From an optimization exercise on the open Yosys and OpenROAD flow, aimed at small area, a short achievable clock period and few clock cycles; shortcuts taken in it are not production practice.
Only simulation tests tie the RTL to the original design; equivalence was not proved.
Power figures rest on the tool's default switching activity, not on a simulated workload.

==> flow/design.v (excerpt) <==
module ft300_stream (
    input  wire         clk,
    input  wire         rst,             
    input  wire         ev_valid,
    input  wire [10:0]  ev,              
    input  wire [31:0]  now,             
    output wire         ev_ready,
    output reg          meas_valid,
    output reg  [107:0] meas_h,          
    output wire [383:0] meas_f,          
    output reg  [31:0]  meas_freq,       
    output reg          stop_valid,
    output wire [2:0]   st,
    output wire [1:0]   err,
    output wire [1:0]   err_detail,
    output wire         xport_held,
    output wire         zero_valid,
    output wire         cancel_pending,
    output wire [4:0]   clen,
    output wire [31:0]  count
);
For scale: ~5400 cells after synthesis, roughly 1000 flip-flops.
==> flow/config.mk <==
export PLATFORM = sky130hd
export DESIGN_NAME = ft300_stream
export DESIGN_NICKNAME = ft300_stream
export VERILOG_FILES = /design/flow/design.v
export SDC_FILE = /design/flow/constraint.sdc
export NUM_CORES = 4
export LEC_CHECK = 0
export ABC_AREA = 1
export CAP_MARGIN = 20
export CORE_MARGIN = 2
export CORE_UTILIZATION = 40
export SLEW_MARGIN = 20
==> flow/constraint.sdc <==
create_clock -name core_clock -period 15.0 [get_ports {clk}]
set_input_delay 3.0000 -clock core_clock [delete_from_list [all_inputs] [get_ports {clk}]]
set_output_delay 3.0000 -clock core_clock [all_outputs]
set_load 0.01 [all_outputs]
run.sh (not shown) runs the stock make flow with config.mk's settings and CLKGATE_MAP_FILE= SYNTH_SCRIPT=/design/flow/synth_recipe.tcl, a recipe that flattens the netlist after the stock synthesis.
Testbench counts at the start, summed over its fixed seeds: cycles 17,529.
Then changed:
--- a/flow/design.v
+++ b/flow/design.v
@@ -33,18 +33,18 @@
     localparam [1:0] ERR_CANCELLED = 2'b01;
     localparam [1:0] ERR_TRANSPORT = 2'b10;
     localparam [1:0] ERR_PROTOCOL  = 2'b11;
     localparam [1:0] DET_NONE    = 2'b00;
     localparam [1:0] DET_TIMEOUT = 2'b01;
     localparam [1:0] DET_LENGTH  = 2'b10;
     localparam [1:0] DET_CRC     = 2'b11;
     localparam [15:0] CRC_AFTER_MARKER = 16'h4498;
-    localparam [45:0] N_ONE  = 46'd15625;                 
-    localparam [45:0] N_ONEN = 46'd15625 << 32;           
+    localparam [51:0] N_ONE  = 52'd1000000;               
+    localparam [51:0] N_ONEN = 52'd1000000 << 32;         
     reg [2:0]   st_q;
     reg [4:0]   clen_q;
     reg         m1_q;
     reg [15:0]  crc_q;
     reg         zero_valid_q;
     reg [31:0]  count_q;
     reg [31:0]  t0_q;
     reg [1:0]   err_q;
@@ -389,23 +389,23 @@
     reg [1:0]  dph_q;            
     reg [31:0] d_q;              
     reg [31:0] p_q;              
     reg [20:0] s_q;              
     reg [32:0] q_q;              
     reg [32:0] qp_q;             
     reg [5:0]  cnt_q;            
     reg        sat_q, zres_q;    
-    reg [45:0] nacc_q;           
-    reg [45:0] nn_q;             
+    reg [51:0] nacc_q;           
+    reg [51:0] nn_q;             
     reg [6:0]  kn_q;             
     reg        tcap_q;
     reg        nrst_q;           
     wire       cwrap   = (count_q == 32'hFFFF_FFFF);
-    wire [45:0] nacc_nx = cwrap ? N_ONE : nacc_q + N_ONE;
+    wire [51:0] nacc_nx = cwrap ? N_ONE : nacc_q + N_ONE;
     reg [4:0]  lze;
     integer    s2;
     always @* begin
         lze = 5'd0;
         for (s2 = 0; s2 < 32; s2 = s2 + 1)
             if (d_q[s2])
                 lze = 5'd31 - s2[4:0];
     end
@@ -418,18 +418,18 @@
     wire [33:0] r1  = {1'b0, tr} - {2'b00, d_q};
     wire        dg  = !r1[33];
     wire [31:0] pn  = dg ? r1[31:0] : tr[31:0];
     wire        nzp = dg ? (tr != {1'b0, d_q}) : (tr != 33'd0);
     wire        rinc  = dg && (nzp || q_q[0]);
     wire [32:0] qres  = rinc ? qp_q : q_q;
     wire        done  = busy_q && dph_q[1] && (cnt_q == 6'd1);
     always @(posedge clk) begin
-        p_q   <= dph_q[1] ? pn : {1'b0, nn_q[45:15]};
-        s_q   <= dph_q[1] ? {s_q[19:0], 1'b0} : {nn_q[14:0], 6'd0};
+        p_q   <= dph_q[1] ? pn : {1'b0, nn_q[51:21]};
+        s_q   <= dph_q[1] ? {s_q[19:0], 1'b0} : nn_q[20:0];
         q_q   <= dph_q[1] ? {q_q[31:0], dg} : 33'd0;
         qp_q  <= dph_q[1] ? (dg ? {qp_q[31:0], 1'b0} : {q_q[31:0], 1'b1}) : 33'd1;
         cnt_q <= dph_q[1] ? cnt_q - 6'd1 : ((satc || zresc) ? 6'd1 : c_init[5:0]);
         sat_q <= dph_q[1] ? sat_q : satc;
         zres_q <= dph_q[1] ? zres_q : zresc;
         if (sat_q || (!zres_q && qres[32]))
             meas_freq <= 32'hFFFF_FFFF;
         else if (zres_q)
@@ -582,17 +582,17 @@
         if (nrst_q) begin
             nacc_q <= N_ONE;
             nn_q   <= N_ONEN;
             kn_q   <= 7'd6;
         end else if (busy_q && dph_q == 2'd1) begin
             nacc_q <= nacc_nx;
             nn_q   <= nacc_nx;
             kn_q   <= 7'd38;
-        end else if (nn_q[45:38] == 8'd0) begin
+        end else if (nn_q[51:44] == 8'd0) begin
             nn_q   <= nn_q << 8;
             kn_q   <= kn_q - 7'd8;
-        end else if (!nn_q[45]) begin
+        end else if (!nn_q[51]) begin
             nn_q   <= nn_q << 1;
             kn_q   <= kn_q - 7'd1;
         end
     end
 endmodule
Effect: The new run produced a clean layout; routed wire length shrinks by 1.6%; power grows by 3.1%; maximum frequency shrinks by 2.1%; register-to-register slack degrades by 0.12 ns; count of clock-buffer cells in the layout does not change; setup slack degrades by 0.12 ns; area after synthesis grows by about 1.3%.
Testbench counts after the change, summed over its fixed seeds: cycles 17,529.

re-timing with driven ports:
No port has a modelled driver above. Below, the same layouts with a new extraction and two added sets of constraints. Step 1 sets driving cells, clkbuf_16 on the clock port and buf_2 on the other inputs (assumed; they add their load-dependent delay and slew). Step 2 times the ports against the registers' clock, not the clock port: input delays grow and output delays shrink by t, the midpoint of the rising clock arrivals with the driver on. Three values: ideal, step 1, step 2; two values: the first two.
| run | shift t [ns] | setup WS [ns] | latest minus earliest clock arrival (ns) | worst data-port slew with drivers (ns) |
|---|---|---|---|---|
| the first run | 0.765 | 9.508 / 9.508 / 9.170 | 0.044 / 0.044 | 0.08 |
| the second run | 0.774 | 9.391 / 9.391 / 8.893 | 0.028 / 0.028 | 0.10 |
After both steps every run listed still meets setup and hold. For the second run, which loses most, drivers alone change the setup slack by 0.000 ns; drivers and shift together by -0.498 ns.
